Background: an optimization exercise with open tools, aiming at small area, a short achievable clock period and few clock cycles per item. Do not read the settings as production practice. The RTL was checked by simulation tests, not by an equivalence proof against the original design.

// ntc_temp
module ntc_temp (
    input  wire        clk,
    input  wire        rst,
    input  wire        start,
    input  wire [15:0] vref,
    input  wire [15:0] vntc,
    input  wire [31:0] toff,
    output wire        ready,
    output wire        done,
    output reg         err,
    output reg  [31:0] result
);
    localparam [2:0] S_IDLE = 3'd0, S_NORM = 3'd1, S_LN = 3'd2, S_DIV = 3'd3, S_FIN = 3'd4, S_DONE = 3'd5;
    localparam [36:0] K1M  = 37'd45713176761;    
    localparam [36:0] LN2  = 37'd2977044472;     
    localparam [36:0] NLN2 = ~LN2 + 37'd1;       
    localparam [37:0] NC273 = ~38'd17901158 + 38'd1;   
    reg  [2:0]  state;
    reg  [4:0]  k;
    reg  [37:0] g;         
    reg  [15:0] t;
    reg  [36:0] acc;       
    reg  [13:0] q;         
    wire [29:0] qq = {t, q};
    wire is_idle = (state == S_IDLE);
    wire is_norm = (state == S_NORM);
    wire is_ln   = (state == S_LN);
    wire is_div  = (state == S_DIV);
    wire is_fin  = (state == S_FIN);
    wire is_done = (state == S_DONE);
    assign ready = is_idle | is_done;
    assign done  = is_done;
    wire a_zero = (g[32:17] == 16'd0);
    wire b_zero = (t == 16'd0);
    wire a_n    = g[32];
    wire b_n    = t[15];
    wire init   = is_norm & a_n & b_n;
    wire a_ge_b = (g[32:17] >= t);
    function [36:0] lnc;
        input [4:0] kk;
        begin
            case (kk)
                5'd0:  lnc = 37'd2977044472;
                5'd1:  lnc = 37'd1741459379;
                5'd2:  lnc = 37'd958394255;
                5'd3:  lnc = 37'd505874286;
                5'd4:  lnc = 37'd260380768;
                5'd5:  lnc = 37'd132163268;
                5'd6:  lnc = 37'd66589974;
                5'd7:  lnc = 37'd33424039;
  ...
Size in the first run: about 2,100 cells after synthesis, about 150 flip-flops.
==> flow/config.mk <==
export PLATFORM = sky130hd
export DESIGN_NAME = ntc_temp
export DESIGN_NICKNAME = ntc_temp
export VERILOG_FILES = /design/flow/design.v
export SDC_FILE = /design/flow/constraint.sdc
export NUM_CORES = 4
export LEC_CHECK = 0
export CAP_MARGIN = 20
export CORE_MARGIN = 2
export CORE_UTILIZATION = 40
export CTS_BUF_LIST = sky130_fd_sc_hd__clkbuf_8
export PLACE_DENSITY = 0.7
export SETUP_SLACK_MARGIN = 5
export SLEW_MARGIN = 20
==> flow/constraint.sdc <==
create_clock -name core_clock -period 11.0 [get_ports {clk}]
set_input_delay 2.2000 -clock core_clock [delete_from_list [all_inputs] [get_ports {clk}]]
set_output_delay 2.2000 -clock core_clock [all_outputs]
set_load 0.01 [all_outputs]
standard.sh (not shown) runs the stock make flow with config.mk's settings and CLKGATE_MAP_FILE= SYNTH_SCRIPT=/design/flow/synth_recipe.tcl, a recipe that flattens the netlist after the stock synthesis.
==> flow/flow/run.sh <==
#!/bin/bash
# Own flow: the standard layout (standard.sh) unchanged, except that the
# port buffers that global placement inserts on every input and output are
# the smallest buffer (buf_1) instead of the resizer's default pick.
set -euo pipefail
sed 's|"\${@:-finish}"|"BUFFER_PORTS_ARGS=-buffer_cell sky130_fd_sc_hd__buf_1" "${@:-finish}"|' standard.sh > standard_buf.sh
grep -q "BUFFER_PORTS_ARGS" standard_buf.sh
bash standard_buf.sh finish > flow_make.log 2>&1
Testbench counts at the start, summed over its fixed seeds: cycles 72,754, items 1,600.
==> next run, changes <==
--- a/flow/config.mk
+++ b/flow/config.mk
@@ -11,3 +11,3 @@
 export CTS_BUF_LIST = sky130_fd_sc_hd__clkbuf_8
-export PLACE_DENSITY = 0.7
+export PLACE_DENSITY = 0.6
 export SETUP_SLACK_MARGIN = 5
=> The changed run went through all stages and came out clean. Worst setup slack is better by 160 ps. Core utilization rose by 0.34 points. Fmax rose by 2.8%. Design area rose by 0.76%. Area after synthesis is unchanged. First-iteration DRC count rose by 2.3%.

* * *

Another version of the RTL of ntc_temp (not shown whole).
Size in the first run: about 2100 cells after synthesis, ~100 I/O pins.
==> flow/config.mk <==
export PLATFORM = sky130hd
export DESIGN_NAME = ntc_temp
export DESIGN_NICKNAME = ntc_temp
export VERILOG_FILES = /design/flow/design.v
export SDC_FILE = /design/flow/constraint.sdc
export NUM_CORES = 4
export LEC_CHECK = 0
export CAP_MARGIN = 20
export CORE_MARGIN = 2
export CORE_UTILIZATION = 50
export PLACE_DENSITY = 0.8
export SETUP_SLACK_MARGIN = 5
export SLEW_MARGIN = 20
==> flow/constraint.sdc <==
create_clock -name core_clock -period 11.0 [get_ports {clk}]
set_input_delay 2.2000 -clock core_clock [delete_from_list [all_inputs] [get_ports {clk}]]
set_output_delay 2.2000 -clock core_clock [all_outputs]
set_load 0.01 [all_outputs]
run.sh (not shown) runs the stock make flow with config.mk's settings and CLKGATE_MAP_FILE= SYNTH_SCRIPT=/design/flow/synth_recipe.tcl, a recipe that flattens the netlist after the stock synthesis.
Stock flow here: none of the scripts above is used.
The baseline finished clean.
Testbench counts at the start, summed over its fixed seeds: cycles 75,647, items 1,600.
==> next run, changes <==
CORE_UTILIZATION = 40   (was 50)
PLACE_DENSITY = 0.6   (was 0.8)
SETUP_SLACK_MARGIN = 3   (was 5)
Outcome:
- The changed run ran to the end with no violations
- area after synthesis is unchanged
- count of clock-buffer cells in the layout rises by 6
- worst hold slack hardly moves
- setup slack degrades by 1800 ps
- sequential share of layout area rose by 0.86 points
- cell count grows by about 1.8%
==> next run, changes <==
SETUP_SLACK_MARGIN = 5   (was 3)
Setup slack improved by 1800 ps. Die area stays the same. First-iteration DRC count grows by 2.6%. Global-route usage increases by 0.53 points. Count of clock-buffer cells in the layout does not change. Utilization went up by 3.3 points. Design area goes up by 7.3%. Worst hold slack hardly moves.

* * *

== run 1 ==
ntc_temp, a different RTL version from the one above (not shown whole).
Size: ~2100 cells after synthesis, about 150 flip-flops, roughly 100 I/O pins.
Settings: LEC_CHECK=0, CAP_MARGIN=5, CORE_MARGIN=2, CORE_UTILIZATION=40, CTS_BUF_LIST=sky130_fd_sc_hd__clkbuf_8, PLACE_DENSITY=0.6, SETUP_SLACK_MARGIN=5, SLEW_MARGIN=5; clock period 11.0 ns.
standard.sh (not shown) runs the stock make flow with config.mk's settings and CLKGATE_MAP_FILE= SYNTH_SCRIPT=/design/flow/synth_recipe.tcl, a recipe that flattens the netlist after the stock synthesis.
Scripts as last shown in full above: flow/flow/run.sh
Run 1 ran to completion and came out clean on the timing, DRC and antenna checks.
Testbench counts of run 1, summed over its fixed seeds: cycles 75,647, items 1,600.
[inputs] run 2 vs run 1
==> flow/config.mk <==
export PLATFORM = sky130hd
export DESIGN_NAME = ntc_temp
export DESIGN_NICKNAME = ntc_temp
export VERILOG_FILES = /design/flow/design.v
export SDC_FILE = /design/flow/constraint.sdc
export NUM_CORES = 4
export LEC_CHECK = 0
export CAP_MARGIN = 20
export CORE_MARGIN = 2
export CORE_UTILIZATION = 50
export CTS_BUF_LIST = sky130_fd_sc_hd__clkbuf_8
export PLACE_DENSITY = 0.75
export SETUP_SLACK_MARGIN = 5
export SLEW_MARGIN = 20
### Flow results
- Side by side, pin count of the biggest net entering global routing turned out higher in run 2 than in run 1.
- Note that the die area recorded for run 1 amounts to 1.2 times the value seen in run 2.
- On number of logic inverters in the finished layout: run 2 sits above run 1.
- Run 2 gives more via count than run 1 did.
- Run 2 vs. run 1: biggest fanout along the worst timing path went up by 59.
- Fraction of final layout cells with drive strength greater than 1 (lower): run 2
- Re area after synthesis: no difference whatsoever between run 1 and run 2.
- | non-filler instance count after layout | higher: run 1 |
- When run 2 is set beside run 1, its final critical-path required period turns out to be 0.091 ns larger.
diff inputs: run 2 => run 3
==> flow/run.sh (new file) <==
#!/bin/bash
# synth_recipe.tcl (not shown) runs the flow's synth.tcl, then flattens the netlist and writes it again
# the make line also repeats each setting of config.mk as NAME=value (left out here)
make -C /OpenROAD-flow-scripts/flow DESIGN_CONFIG=/design/flow/config.mk WORK_HOME=/design/flow/orfs CLKGATE_MAP_FILE= SYNTH_SCRIPT=/design/flow/synth_recipe.tcl finish
-- flow/config.mk --
<<< run 2, line 8
export CAP_MARGIN = 20
export CORE_MARGIN = 2
export CORE_UTILIZATION = 50
export CTS_BUF_LIST = sky130_fd_sc_hd__clkbuf_8
export PLACE_DENSITY = 0.75
export SETUP_SLACK_MARGIN = 5
export SLEW_MARGIN = 20
>>> run 3, line 8
export CAP_MARGIN = 20
export CORE_MARGIN = 2
export CORE_UTILIZATION = 40
export CTS_BUF_LIST = sky130_fd_sc_hd__clkbuf_8
export CTS_CLUSTER_SIZE = 30
export PLACE_DENSITY = 0.6
export SETUP_SLACK_MARGIN = 5
export SLEW_MARGIN = 20
removed: flow/flow/run.sh
removed: flow/standard.sh
## What came out
[run 3 vs run 2] footprint of the multi-input gates: lower in run 3
Top layer reached by signal wires = met5: run 2; top layer reached by signal wires = met4: run 3
Run 3 supports a higher top clock frequency than run 2.
Per the comparison of run 3 with run 2, number of non-filler instances in the completed layout went up 4.9%; number of diodes added for antenna fixing up 1.
Lower worst-case setup margin in the final layout was reported by run 2, not run 3.
Run 3 contains fewer vias than run 2.
--- input diff run 3..run 4 ---
==> flow/config.mk <==
export PLATFORM = sky130hd
export DESIGN_NAME = ntc_temp
export DESIGN_NICKNAME = ntc_temp
export VERILOG_FILES = /design/flow/design.v
export SDC_FILE = /design/flow/constraint.sdc
export NUM_CORES = 4
export LEC_CHECK = 0
export ABC_AREA = 1
export CAP_MARGIN = 20
export CORE_MARGIN = 2
export CORE_UTILIZATION = 40
export CTS_BUF_LIST = sky130_fd_sc_hd__clkbuf_8
export PLACE_DENSITY = 0.6
export SETUP_SLACK_MARGIN = 5
export SLEW_MARGIN = 20
- The share of cell area taken by multi-input logic gates number comes out higher for run 3 vs run 4.
- Looking at non-clock buffer count, run 4 sits below run 3.
- Clock transition at the registers of the reported paths: run 3 vs run 4 — no meaningful difference
- Comparing cell count after placement for run 3 and run 4, the bigger number came from run 4.
- On run 4: met2 layer usage reported by global route is 12 points higher than what run 3 gave.
- In terms of final-layout clock-cell area share, run 3 and run 4 differ only marginally.
- Going from run 3 to run 4, area of all placed cells without fillers up about 6%; post-synthesis xor/xnor area fraction shrank by 0.67 points; count of clock-net buffers in the final layout fell by 1.
- Run 4 reports its timing endpoint of the critical path as g[29] while run 3 reports acc[36].
> inputs changed (run 4 -> run 5)
==> flow/flow/run.sh (new file) <==
#!/bin/bash
# Own flow: the standard layout (standard.sh) unchanged, except that the
# port buffers that global placement inserts on every input and output are
# the smallest buffer (buf_1) instead of the resizer's default pick.
set -euo pipefail
sed 's|"\${@:-finish}"|"BUFFER_PORTS_ARGS=-buffer_cell sky130_fd_sc_hd__buf_1" "${@:-finish}"|' standard.sh > standard_buf.sh
grep -q "BUFFER_PORTS_ARGS" standard_buf.sh
bash standard_buf.sh finish > flow_make.log 2>&1
==> flow/standard.sh (new file) <==
#!/bin/bash
# synth_recipe.tcl (not shown) runs the flow's synth.tcl, then flattens the netlist and writes it again
# the make line also repeats each setting of config.mk as NAME=value (left out here)
make -C /OpenROAD-flow-scripts/flow DESIGN_CONFIG=/design/flow/config.mk WORK_HOME=/design/flow/orfs CLKGATE_MAP_FILE= SYNTH_SCRIPT=/design/flow/synth_recipe.tcl "${@:-finish}"
-- flow/config.mk --
<<< run 4, line 6
export NUM_CORES = 4
export LEC_CHECK = 0
export ABC_AREA = 1
export CAP_MARGIN = 20
export CORE_MARGIN = 2
>>> run 5, line 6
export NUM_CORES = 4
export LEC_CHECK = 0
export CAP_MARGIN = 20
export CORE_MARGIN = 2
removed: flow/run.sh
## What came out
Run 4 → run 5: post-detailed-route via-to-cell ratio rose 6.0%; area of the die lost 3100 sq um; worst path setup slack after routing went down by 0.043 ns; met2 usage decreased by 11 points relative to the old numbers; fraction of met3 tracks used by global routing lower.
Routed wire length (higher): run 4
Run 5 against run 4: count of instances resized after the clock tree is built went up by 46%; sequential cell area share rose 1.8 points; design area lost 1700 sq um; met1 routing resource usage after global routing lost 8.5 points; layout overhead on the synthesized area fell 2.0 points.

* * *

Starting RTL as in the previous note.
clock: 11.0 ns
lec_check: 0
cap_margin: 20
core_margin: 2
core_utilization: 50
place_density: 0.8
setup_slack_margin: 5
slew_margin: 20
==> flow/flow/run.sh <==
#!/bin/bash
set -euo pipefail
MARGIN=${MARGIN:-7}
sed "s/SETUP_SLACK_MARGIN=5/SETUP_SLACK_MARGIN=${MARGIN}/" standard.sh > standard_margin.sh
grep -q "SETUP_SLACK_MARGIN=${MARGIN}" standard_margin.sh
bash standard_margin.sh finish > flow_make.log 2>&1
Testbench counts at the start, summed over its fixed seeds: cycles 75,647, items 1,600.
Then changed:
==> flow/flow/run.sh (replaced) <==
#!/bin/bash
# Own flow: the standard layout (standard.sh) with smallest port buffers
# and the timing repair aimed at a larger setup margin.
set -euo pipefail
sed -e 's|"\${@:-finish}"|"BUFFER_PORTS_ARGS=-buffer_cell sky130_fd_sc_hd__buf_1" "${@:-finish}"|' \
    -e 's|SETUP_SLACK_MARGIN=5|SETUP_SLACK_MARGIN=6|' standard.sh > standard_mod.sh
grep -q "BUFFER_PORTS_ARGS" standard_mod.sh
grep -q "SETUP_SLACK_MARGIN=6" standard_mod.sh
bash standard_mod.sh finish > flow_make.log 2>&1
--- a/flow/config.mk
+++ b/flow/config.mk
@@ -10,2 +10,3 @@
-export CORE_UTILIZATION = 50
-export PLACE_DENSITY = 0.8
+export CORE_UTILIZATION = 40
+export CTS_BUF_LIST = sky130_fd_sc_hd__clkbuf_8
+export PLACE_DENSITY = 0.6
After rerunning: The changed run passed the timing, DRC and antenna checks; wire length came out lower by 4.3%; setup slack is better by 140 ps; synthesized cell count does not change; worst hold slack is better by 5.7 ps; final area came out lower by 8.5%; sequential share of layout area came out higher by 1.5 points.

* * *

Setup of run A:
Another version of the RTL of ntc_temp (not shown whole).
For scale: about 160 flip-flops, ~100 I/O pins, about 0.016 mm^2 of cells after synthesis.
clock: 11.0 ns
lec_check: 0
cap_margin: 20
core_margin: 2
core_utilization: 40
place_density: 0.6
slew_margin: 20
run.sh (not shown) runs the stock make flow with config.mk's settings and CLKGATE_MAP_FILE= SYNTH_SCRIPT=/design/flow/synth_recipe.tcl, a recipe that flattens the netlist after the stock synthesis.
Stock flow here: none of the scripts above is used.
Testbench counts of run A, summed over its fixed seeds: cycles 74,047, items 1,600.
Input-level comparison between run B and run A:
# run A
export LEC_CHECK = 0
export CAP_MARGIN = 20
export CORE_MARGIN = 2
export CORE_UTILIZATION = 40
export PLACE_DENSITY = 0.6
export SLEW_MARGIN = 20
create_clock -name core_clock -period 11.0 [get_ports {clk}]
# run B
export LEC_CHECK = 0
export CAP_MARGIN = 20
export CORE_MARGIN = 2
export CORE_UTILIZATION = 40
export PLACE_DENSITY = 0.6
export SETUP_SLACK_MARGIN = 5
export SLEW_MARGIN = 20
create_clock -name core_clock -period 11.0 [get_ports {clk}]
Findings:
- Run B against run A: routability congestion estimate has decreased; final area has increased; first-pass GRT wire length has increased.
- Delta (run B minus run A): final critical path time including I/O delays and setup fell 1.96 ns.
- A last element of the critical path of result[28] is what run B shows, while result[25] belongs to run A.
- Share of the clock period used by the worst path | run B below run A
> inputs changed (run B -> run C)
# run B
export LEC_CHECK = 0
export CAP_MARGIN = 20
export CORE_MARGIN = 2
export CORE_UTILIZATION = 40
export PLACE_DENSITY = 0.6
export SETUP_SLACK_MARGIN = 5
export SLEW_MARGIN = 20
create_clock -name core_clock -period 11.0 [get_ports {clk}]
# run C
export LEC_CHECK = 0
export ABC_CLOCK_PERIOD_IN_PS = 5000
export CAP_MARGIN = 20
export CORE_MARGIN = 2
export CORE_UTILIZATION = 40
export PLACE_DENSITY = 0.6
export SETUP_SLACK_MARGIN = 5
export SLEW_MARGIN = 20
create_clock -name core_clock -period 11.0 [get_ports {clk}]
Results
- Compared with run B, in run C antenna cell count held steady, via count saw little to no change, routed wire length saw little to no change, layout overhead on the synthesized area about even.
- Count of final setup violators came out exactly the same in run B and run C.
- Data arrival time of the critical path across run B and run C: no real change.
- Per the final summary, run C finished and its layout is clean on timing, DRC and antenna.
- Diff run C..run B | boundary pin count | unchanged
- Diff run C..run B | clock tree buffer count of the final layout | unchanged
- From run C to run B, fraction of final layout cells sized beyond drive strength 1 did not move at all.

## afterwards: timing with drivers on the ports
In the flow no input, the clock included, has a driving cell. The finished layouts below were timed again as built, in two steps.
Step 1: set_driving_cell puts a clkbuf_16 on clk and a buf_2 on each other input, an assumption about the parent block.
Step 2 moves the port delays by t, midway between the first and last clock arrival at a register: inputs arrive t later, outputs are due t later. That takes back most of the time a late clock gives input paths.
Slacks: ideal ports / drivers / drivers and shift; pairs: ideal ports / drivers.
run | shift t [ns] | setup slack, ns | hold WS [ns] | worst setup path at the end | slew at the worst register clock pin (ns)
the first run of note 1 | 0.569 | 4.965 / 4.965 / 4.965 | 0.474 / 0.474 / 0.474 | register to register | 0.10 / 0.10
the second run of note 1 | 0.646 | 5.129 / 5.129 / 5.129 | 0.475 / 0.475 / 0.475 | register to register | 0.10 / 0.10
the first run of note 2 | 0.508 | 5.088 / 5.088 / 5.088 | 0.452 / 0.452 / 0.452 | register to register | 0.08 / 0.08
the second run of note 2 | 0.557 | 3.285 / 3.285 / 3.285 | 0.451 / 0.451 / 0.451 | register to register | 0.08 / 0.08
the third run of note 2 | 0.556 | 5.070 / 5.070 / 5.070 | 0.453 / 0.453 / 0.453 | register to register | 0.07 / 0.07
run 1 | 0.577 | 5.154 / 5.154 / 5.154 | 0.473 / 0.473 / 0.473 | register to register | 0.10 / 0.10
run 2 | 0.565 | 5.063 / 5.063 / 5.063 | 0.462 / 0.462 / 0.462 | register to register | 0.10 / 0.10
run 3 | 0.645 | 5.174 / 5.174 / 5.174 | 0.466 / 0.466 / 0.466 | register to register | 0.11 / 0.11
run 4 | 0.625 | 5.194 / 5.194 / 5.194 | 0.443 / 0.443 / 0.443 | register to register | 0.11 / 0.11
run 5 | 0.581 | 5.150 / 5.150 / 5.150 | 0.473 / 0.473 / 0.473 | register to register | 0.10 / 0.10
the first run of note 4 | 0.531 | 5.168 / 5.168 / 5.168 | 0.464 / 0.464 / 0.464 | register to register | 0.08 / 0.08
the second run of note 4 | 0.589 | 5.305 / 5.305 / 5.305 | 0.469 / 0.469 / 0.469 | register to register | 0.11 / 0.11
run A | 0.514 | 1.518 / 1.464 / 1.979 | 0.445 / 0.445 / 0.445 | register to output | 0.08 / 0.08
run B | 0.512 | 3.480 / 3.424 / 3.936 | 0.453 / 0.453 / 0.453 | register to output | 0.08 / 0.08
run C | 0.512 | 3.480 / 3.424 / 3.936 | 0.453 / 0.453 / 0.453 | register to output | 0.08 / 0.08
After both steps setup and hold are still met in every run listed.
